From an optimization exercise on the open Yosys and OpenROAD flow, aimed at small area; shortcuts taken in it are not production practice. Where RTL was checked, it was by simulation tests only, not by an equivalence proof against the original. Power figures rest on the tool's default switching activity, not on a simulated workload.

==> run a <==
// kb_core
module kb_core (
    input  wire        clk,
    input  wire        rst,             
    output wire [15:0] col,
    input  wire [5:0]  row,
    output wire        tx_push,
    output wire [63:0] tx_report,
    input  wire        tx_ok,
    input  wire        hreq_valid,
    input  wire        hreq_set,
    input  wire [1:0]  hreq_type,
    input  wire [7:0]  hreq_id,
    input  wire [3:0]  hreq_len,
    input  wire [7:0]  hreq_data,
    output reg         hresp_valid,
    output reg         hresp_err,
    output wire [63:0] hresp_report,
    output reg  [4:0]  leds,
    output reg         boot
);
==> flow/config.mk <==
export PLATFORM = sky130hd
export DESIGN_NAME = kb_core
export DESIGN_NICKNAME = kb_core
export VERILOG_FILES = /design/flow/design.v
export SDC_FILE = /design/flow/constraint.sdc
export NUM_CORES = 4
export LEC_CHECK = 0
export ABC_AREA = 1
export CAP_MARGIN = 20
export CORE_MARGIN = 2
export CORE_UTILIZATION = 55
export SLEW_MARGIN = 20
==> flow/constraint.sdc <==
create_clock -name core_clock -period 10.0 [get_ports {clk}]
set_input_delay 2.0000 -clock core_clock [delete_from_list [all_inputs] [get_ports {clk}]]
set_output_delay 2.0000 -clock core_clock [all_outputs]
set_load 0.01 [all_outputs]
standard.sh (not shown) runs the stock make flow with config.mk's settings and CLKGATE_MAP_FILE= SYNTH_SCRIPT=/design/flow/synth_recipe.tcl, a recipe that flattens the netlist after the stock synthesis.
==> flow/flow/run.sh <==
#!/bin/bash
# The standard layout (standard.sh) with three changes:
# - synthesis maps logic with an area-oriented ABC script (the same synthesis
#   script otherwise, so the registers are the standard synthesis's);
# - port buffers use the smallest buffer cell;
# - a leaner clock tree (sky130_fd_sc_hd__clkbuf_4, clusters of at most 12 sinks within 50 um,
#   no dummy loads).
# standard.sh's output goes to standard.log; ORFS keeps one log per step
# under orfs/logs.
set -euo pipefail
here=$(pwd)
rm -rf "$here/scripts"
cp -r "$FLOW_HOME/scripts" "$here/scripts"
cat > "$here/scripts/abc_area.script" <<'A'
strash
&get -n
&deepsyn -J 50
&put
dch -f
amap
topo
dnsize -c
A
export SCRIPTS_DIR="$here/scripts"
export BUFFER_PORTS_ARGS="-buffer_cell sky130_fd_sc_hd__buf_1"
export CTS_ARGS="-sink_clustering_enable -repair_clock_nets -dont_use_dummy_load -buf_list {sky130_fd_sc_hd__clkbuf_4} -sink_clustering_size 12 -sink_clustering_max_diameter 50"
bash standard.sh > standard.log 2>&1
==> inputs of run b, as changes to run a <==
--- a/flow/design.v
+++ b/flow/design.v
@@ -145,29 +145,29 @@
     output reg         boot
 );
     reg  [9:0] q;
     reg        scan;
     reg        first;
     wire [3:0] c   = q[7:4];
     wire [3:0] sub = q[3:0];
-    assign col = (scan && sub >= 4'd3 && sub <= 4'd8) ? (16'd1 << c) : 16'd0;
-    wire smp      = scan && sub == 4'd7;
-    wire post_end = !scan && (first ? q == 10'd456 : q == 10'd31);
+    assign col = (scan && !sub[3] && sub[2:1] != 2'b00) ? (16'd1 << c) : 16'd0;
+    wire smp      = scan && sub == 4'd6;
+    wire post_end = !scan && (first ? q == 10'd455 : q == 10'd30);
     always @(posedge clk) begin
         if (rst) begin
-            q     <= 10'd2;
+            q     <= 10'd1;
             scan  <= 1'b1;
             first <= 1'b1;
         end else if (post_end && !boot) begin
-            q     <= 10'd2;
+            q     <= 10'd1;
             scan  <= 1'b1;
             first <= 1'b0;
         end else begin
-            q <= q + ((scan && sub == 4'd13 && c != 4'd15) ? 10'd5 : 10'd1);
-            if (q == 10'd253) scan <= 1'b0;
+            q <= q + ((scan && sub == 4'd12 && c != 4'd15) ? 10'd5 : 10'd1);
+            if (q == 10'd252) scan <= 1'b0;
         end
     end
     function [2:0] deb_next(input [2:0] s, input xi, input fi);
         begin
             if (fi) deb_next = {xi, 2'b00};
             else deb_next = {(s[1] && !s[0]) ? xi : s[2],
                              (xi ^ s[2]) && s[0], (xi ^ s[2]) && !s[1]};
@@ -211,20 +211,20 @@
     always @(posedge clk) begin
         if (smp && c == 4'd15) fn <= deb_next(fn, row[5], first);
         if (smp && c == 4'd0) bc <= row[0];
     end
     wire layer = fn[2];
     always @(posedge clk) begin
         if (rst) boot <= 1'b0;
-        else if (!scan && first && q == 10'd255 && bc) boot <= 1'b1;
+        else if (!scan && first && q == 10'd254 && bc) boot <= 1'b1;
     end
     reg        on, set;
     reg  [2:0] er;
     wire [3:0] u     = ph - {1'b0, er} - 4'd1 - {set, 3'b000};
-    wire       inwin = q >= 10'd247 && q <= 10'd256;
+    wire       inwin = q >= 10'd246 && q <= 10'd255;
     wire       start = !first && !on && inwin && ph[2:0] == 3'd0;
     wire       last_cell = er == 3'd5 && u == lpos(4'd15);
     wire       wrap  = (er == 3'd5 && u != lpos(4'd7)) || er == 3'd6;
     always @(posedge clk) begin
         if (rst) on <= 1'b0;
         else if (start) on <= 1'b1;
         else if (on && last_cell) on <= 1'b0;
@@ -263,29 +263,29 @@
         if (clr) mods <= 8'h00;
         else if (act && cls_mod) mods <= mods | (8'h01 << code[2:0]);
     end
     reg  [55:0] br;
     reg  [55:0] last;
     reg         bv, lv, nz;
     wire run    = !scan && !first;
-    wire commit = run && q == 10'd354;
+    wire commit = run && q == 10'd353;
     always @(posedge clk) begin
         if (commit) br <= {slot[5], slot[4], slot[3], slot[2], slot[1], slot[0], mods};
         if (tx_push && tx_ok) last <= br;
         if (clr) nz <= 1'b0;
         else if (act && !cls_empty) nz <= 1'b1;
         if (rst) begin
             bv <= 1'b0;
             lv <= 1'b0;
         end else begin
             if (commit) bv <= 1'b1;
             if (tx_push && tx_ok) lv <= 1'b1;
         end
     end
-    assign tx_push   = run && q == 10'd355 && (lv ? (br != last) : nz);
+    assign tx_push   = run && q == 10'd354 && (lv ? (br != last) : nz);
     assign tx_report = {br[55:8], 8'h00, br[7:0]};
     reg rset;
     assign hresp_report = (rset || !bv) ? 64'd0 : tx_report;
     always @(posedge clk) begin
         rset        <= hreq_set;
         hresp_valid <= hreq_valid && !rst;
         hresp_err   <= hreq_set ? !(hreq_type == 2'd2 && hreq_id == 8'd0 && hreq_len == 4'd1)
==> flow/flow/run.sh (replaced) <==
#!/bin/bash
# The standard layout (standard.sh) with three changes:
# - synthesis maps logic with an area-oriented ABC script (the same synthesis
#   script otherwise, so the registers are the standard synthesis's);
# - port buffers use the smallest buffer cell;
# - a leaner clock tree (sky130_fd_sc_hd__clkbuf_4, clusters of at most 10 sinks within 40 um,
#   no dummy loads).
# standard.sh's output goes to standard.log; ORFS keeps one log per step
# under orfs/logs.
set -euo pipefail
here=$(pwd)
rm -rf "$here/scripts"
cp -r "$FLOW_HOME/scripts" "$here/scripts"
cat > "$here/scripts/abc_area.script" <<'A'
strash
&get -n
&deepsyn -J 50
&put
dch -f
amap
topo
dnsize -c
A
export SCRIPTS_DIR="$here/scripts"
export BUFFER_PORTS_ARGS="-buffer_cell sky130_fd_sc_hd__buf_1"
export CTS_ARGS="-sink_clustering_enable -repair_clock_nets -dont_use_dummy_load -buf_list {sky130_fd_sc_hd__clkbuf_4} -sink_clustering_size 10 -sink_clustering_max_diameter 40"
bash standard.sh > standard.log 2>&1
==> comparison table <==
Run status: run a no timing/DRC/antenna violations; run b no timing/DRC/antenna violations
Insertion delay to the later sink of the worst-skew pair: run a 0.72 ns; run b 0.71 ns
Peak fanout along the critical path: run a 16; run b 11
Dpl ws: run a 3.33 ns; run b 4.09 ns
Compound-Gate Fraction of Synth Area: run a 9.73%; run b 9.55%
Placer's final routability congestion estimate: run a 0.943; run b 0.948
Final critical path time including I/O delays and setup: run a 6.78 ns; run b 6.04 ns
Hold slack final: run a 0.270 ns; run b 0.236 ns
Die extent in x: run a 175 µm; run b 175 µm
Number of buffers added by the clock tree synthesis step: run a 50; run b 66
Startpoint of the tightest hold check path: run a ring[6][5]; run b ring[4][11]
End point of the most critical hold path: run a ring[7][5]; run b ring[5][11]
Global-route wire length before repair: run a 55400 µm; run b 56900 µm
Switching power total: run a 0.000575 W; run b 0.000598 W
Count of cell instances traversed by the critical path: run a 26; run b 29
Die Footprint: run a 0.0307 mm²; run b 0.0307 mm²
Actual slew at the worst max-slew pin: run a 1.04 ns; run b 1.02 ns
M1 GR Usage: run a 32.4%; run b 34.9%
Sequential area share after synthesis: run a 73.8%; run b 74.0%
For run b, only the layout was checked, not whether the RTL still works.


==> exp/juniper: inputs <==
kb_core, a different RTL version from the one above (not shown whole).
clock: 10.0 ns
lec_check: 0
abc_area: 1
cap_margin: 5
core_margin: 2
core_utilization: 70
slew_margin: 5
==> flow/flow/run.sh <==
#!/bin/bash
# The standard layout (standard.sh) with three changes:
# - synthesis maps logic with an area-oriented ABC script (the same synthesis
#   script otherwise, so the registers are the standard synthesis's);
# - port buffers use the smallest buffer cell;
# - a leaner clock tree (sky130_fd_sc_hd__clkbuf_4, clusters of at most 10 sinks within 40 um,
#   no dummy loads).
# standard.sh's output goes to standard.log; ORFS keeps one log per step
# under orfs/logs.
set -euo pipefail
here=$(pwd)
rm -rf "$here/scripts"
cp -r "$FLOW_HOME/scripts" "$here/scripts"
cat > "$here/scripts/abc_area.script" <<'A'
strash
dc2
&get -n
&deepsyn -J 50
&put
dch -f
amap
topo
dnsize -c
A
export SCRIPTS_DIR="$here/scripts"
export BUFFER_PORTS_ARGS="-buffer_cell sky130_fd_sc_hd__buf_1"
export CTS_ARGS="-sink_clustering_enable -repair_clock_nets -dont_use_dummy_load -buf_list {sky130_fd_sc_hd__clkbuf_4} -sink_clustering_size 10 -sink_clustering_max_diameter 40"
bash standard.sh > standard.log 2>&1
==> exp/ember: changes against exp/juniper <==
--- a/flow/design.v
+++ b/flow/design.v
@@ -146,27 +146,27 @@
 );
     reg  [9:0] q;
     reg        scan;
     reg        first;
     wire [3:0] c   = q[7:4];
     wire [3:0] sub = q[3:0];
-    assign col = (scan && !sub[3] && sub[2:1] != 2'b00) ? (16'd1 << c) : 16'd0;
-    wire smp      = scan && sub == 4'd6;
-    wire post_end = !scan && (first ? q == 10'd455 : q == 10'd30);
+    assign col = (scan && sub >= 4'd3 && sub <= 4'd8) ? (16'd1 << c) : 16'd0;
+    wire smp      = scan && sub == 4'd7;
+    wire post_end = !scan && (first ? q == 10'd456 : q == 10'd31);
     always @(posedge clk) begin
         if (rst) begin
-            q     <= 10'd1;
+            q     <= 10'd2;
             scan  <= 1'b1;
             first <= 1'b1;
         end else if (post_end && !boot) begin
-            q     <= 10'd1;
+            q     <= 10'd2;
             scan  <= 1'b1;
             first <= 1'b0;
         end else begin
-            q <= q + ((scan && sub == 4'd12 && c != 4'd15) ? 10'd5 : 10'd1);
-            if (q == 10'd252) scan <= 1'b0;
+            q <= q + ((scan && sub == 4'd13 && c != 4'd15) ? 10'd5 : 10'd1);
+            if (q == 10'd253) scan <= 1'b0;
         end
     end
     function [2:0] deb_next(input [2:0] s, input xi, input fi);
         begin
             if (fi) deb_next = {xi, 2'b00};
             else deb_next = {(s[1] && !s[0]) ? xi : s[2],
@@ -197,30 +197,33 @@
     always @(posedge clk) begin
         ph <= ph + 4'd1;
         ring[0] <= tap_new;
         for (i = 1; i < 16; i = i + 1)
             ring[i] <= ring[i - 1];
         if (smp) sb[c[0]] <= row;
-        if (upd) pend[bsel] <= 1'b0;
-        if (smp) pend[c[0]] <= 1'b1;
+        if (rst) pend <= 2'b00;
+        else begin
+            if (upd) pend[bsel] <= 1'b0;
+            if (smp) pend[c[0]] <= 1'b1;
+        end
     end
     reg  [2:0] fn;
     reg        bc;
     always @(posedge clk) begin
         if (smp && c == 4'd15) fn <= deb_next(fn, row[5], first);
         if (smp && c == 4'd0) bc <= row[0];
     end
     wire layer = fn[2];
     always @(posedge clk) begin
         if (rst) boot <= 1'b0;
-        else if (!scan && first && q == 10'd254 && bc) boot <= 1'b1;
+        else if (!scan && first && q == 10'd255 && bc) boot <= 1'b1;
     end
     reg        on, set;
     reg  [2:0] er;
     wire [3:0] u     = ph - {1'b0, er} - 4'd1 - {set, 3'b000};
-    wire       inwin = q >= 10'd246 && q <= 10'd255;
+    wire       inwin = q >= 10'd247 && q <= 10'd256;
     wire       start = !first && !on && inwin && ph[2:0] == 3'd0;
     wire       last_cell = er == 3'd5 && u == lpos(4'd15);
     wire       wrap  = (er == 3'd5 && u != lpos(4'd7)) || er == 3'd6;
     always @(posedge clk) begin
         if (rst) on <= 1'b0;
         else if (start) on <= 1'b1;
@@ -233,13 +236,13 @@
     generate for (g = 0; g < 6; g = g + 1) begin : gl
         assign lane[g] = set ? ring[g + 8][g*3 + 2] : ring[g][g*3 + 2];
     end endgenerate
     wire pressed = (er == 3'd0) ? lane[0] : (er == 3'd1) ? lane[1] :
                    (er == 3'd2) ? lane[2] : (er == 3'd3) ? lane[3] :
                    (er == 3'd4) ? lane[4] : (er == 3'd5) ? lane[5] : 1'b0;
-    wire clr = start || rst;        
+    wire clr = start;
     wire [7:0] code;
     kb_keymap u_map (.layer(layer), .u(u), .r(er), .code(code));
     wire cls_empty = (code == 8'h00);
     wire cls_sent  = (code[7:2] == 6'd0) && !cls_empty;
     wire cls_mod   = (code[7:3] == 5'b11100);
     wire cls_norm  = !cls_empty && !cls_sent && !cls_mod;
@@ -259,24 +262,32 @@
                 slot[i] <= data;
         if (clr) mods <= 8'h00;
         else if (act && cls_mod) mods <= mods | (8'h01 << code[2:0]);
     end
     reg  [55:0] br;
     reg  [55:0] last;
+    reg         bv, lv, nz;
     wire run    = !scan && !first;
-    wire commit = run && q == 10'd353;
-    wire init0  = scan && first && q == 10'd1;
-    wire init1  = scan && first && q == 10'd2;
-    always @(posedge clk) begin
-        if (commit || init0) br <= {slot[5], slot[4], slot[3], slot[2], slot[1], slot[0], mods};
-        if ((tx_push && tx_ok) || init1) last <= br;
-    end
-    assign tx_push   = run && q == 10'd354 && (br != last);
+    wire commit = run && q == 10'd354;
+    always @(posedge clk) begin
+        if (commit) br <= {slot[5], slot[4], slot[3], slot[2], slot[1], slot[0], mods};
+        if (tx_push && tx_ok) last <= br;
+        if (clr) nz <= 1'b0;
+        else if (act && !cls_empty) nz <= 1'b1;
+        if (rst) begin
+            bv <= 1'b0;
+            lv <= 1'b0;
+        end else begin
+            if (commit) bv <= 1'b1;
+            if (tx_push && tx_ok) lv <= 1'b1;
+        end
+    end
+    assign tx_push   = run && q == 10'd355 && (lv ? (br != last) : nz);
     assign tx_report = {br[55:8], 8'h00, br[7:0]};
     reg rset;
-    assign hresp_report = rset ? 64'd0 : tx_report;
+    assign hresp_report = (rset || !bv) ? 64'd0 : tx_report;
     always @(posedge clk) begin
         rset        <= hreq_set;
         hresp_valid <= hreq_valid && !rst;
         hresp_err   <= hreq_set ? !(hreq_type == 2'd2 && hreq_id == 8'd0 && hreq_len == 4'd1)
                                 : (hreq_type != 2'd1);
         if (rst) leds <= 5'd0;
==> flow/flow/run.sh (replaced) <==
#!/bin/bash
set -euo pipefail
export BUFFER_PORTS_ARGS="-buffer_cell sky130_fd_sc_hd__buf_1"
export CTS_ARGS="-sink_clustering_enable -repair_clock_nets -dont_use_dummy_load -buf_list sky130_fd_sc_hd__clkbuf_8 -sink_clustering_size 24 -sink_clustering_max_diameter 40"
bash standard.sh > standard.log 2>&1
CAP_MARGIN = 20   (was 5)
CORE_UTILIZATION = 40   (was 70)
SLEW_MARGIN = 20   (was 5)
==> notes.md <==
|  | exp/juniper | exp/ember |
|---|---|---|
| Status | no timing/DRC/antenna violations | no timing/DRC/antenna violations |
| Endpoint arrival time on the critical path | 7.41 ns | 2.60 ns |
| Non-clk bufs | 168 | 171 |
| WP buf/inv | 7 | 1 |
| Cell Rows | 55 | 75 |
| Area of all placed cells without fillers | 0.0174 mm2 | 0.0190 mm2 |
| Met3 track demand over resource in global routing | 0.0741 | 0.0278 |
| Maximum vdd drop | 168 uV | 145 uV |
| Area fraction of the dominant cell type after synthesis | 0.409 | 0.385 |
| CTS Root Cell | sky130_fd_sc_hd__clkbuf_4 | sky130_fd_sc_hd__clkbuf_8 |
| Final WL | 41400 um | 36300 um |
| Clock buffer count from CTS | 59 | 52 |
| Met2 Usage GRT | 0.602 | 0.265 |
| R2R cell count | 26 | 18 |
| Worst Hold End | ring[4][2]$_DFF_P_ | ring[5][11]$_DFF_P_ |
| Met1 wire length | 14700 um | 16500 um |

-- re-timing with driven ports --
Ports are ideal in the flow. The routed layouts listed here were re-timed in OpenROAD.
Step 1 assumes that a clkbuf_16 drives the clock port and a buf_2 every other input.
Step 2 adds t to the input delays and takes it off the output delays; t is the mean of the earliest and latest rising clock arrival at the registers after step 1. Input paths then give back, and output paths get back, about the clock's delay inside the block.
Slacks: no drivers / after step 1 / after step 2; pairs: no drivers / after step 1.
run	t, ns	setup slack, ns	slew at the worst register clock pin (ns)
run a	0.695	3.216 / 3.216 / 3.216	0.12 / 0.12
run b	0.689	3.962 / 3.962 / 3.962	0.11 / 0.11
exp/juniper	0.720	2.822 / 2.822 / 2.822	0.12 / 0.12
exp/ember	0.644	5.402 / 5.354 / 5.636	0.11 / 0.11
After both steps every run listed still meets setup and hold.
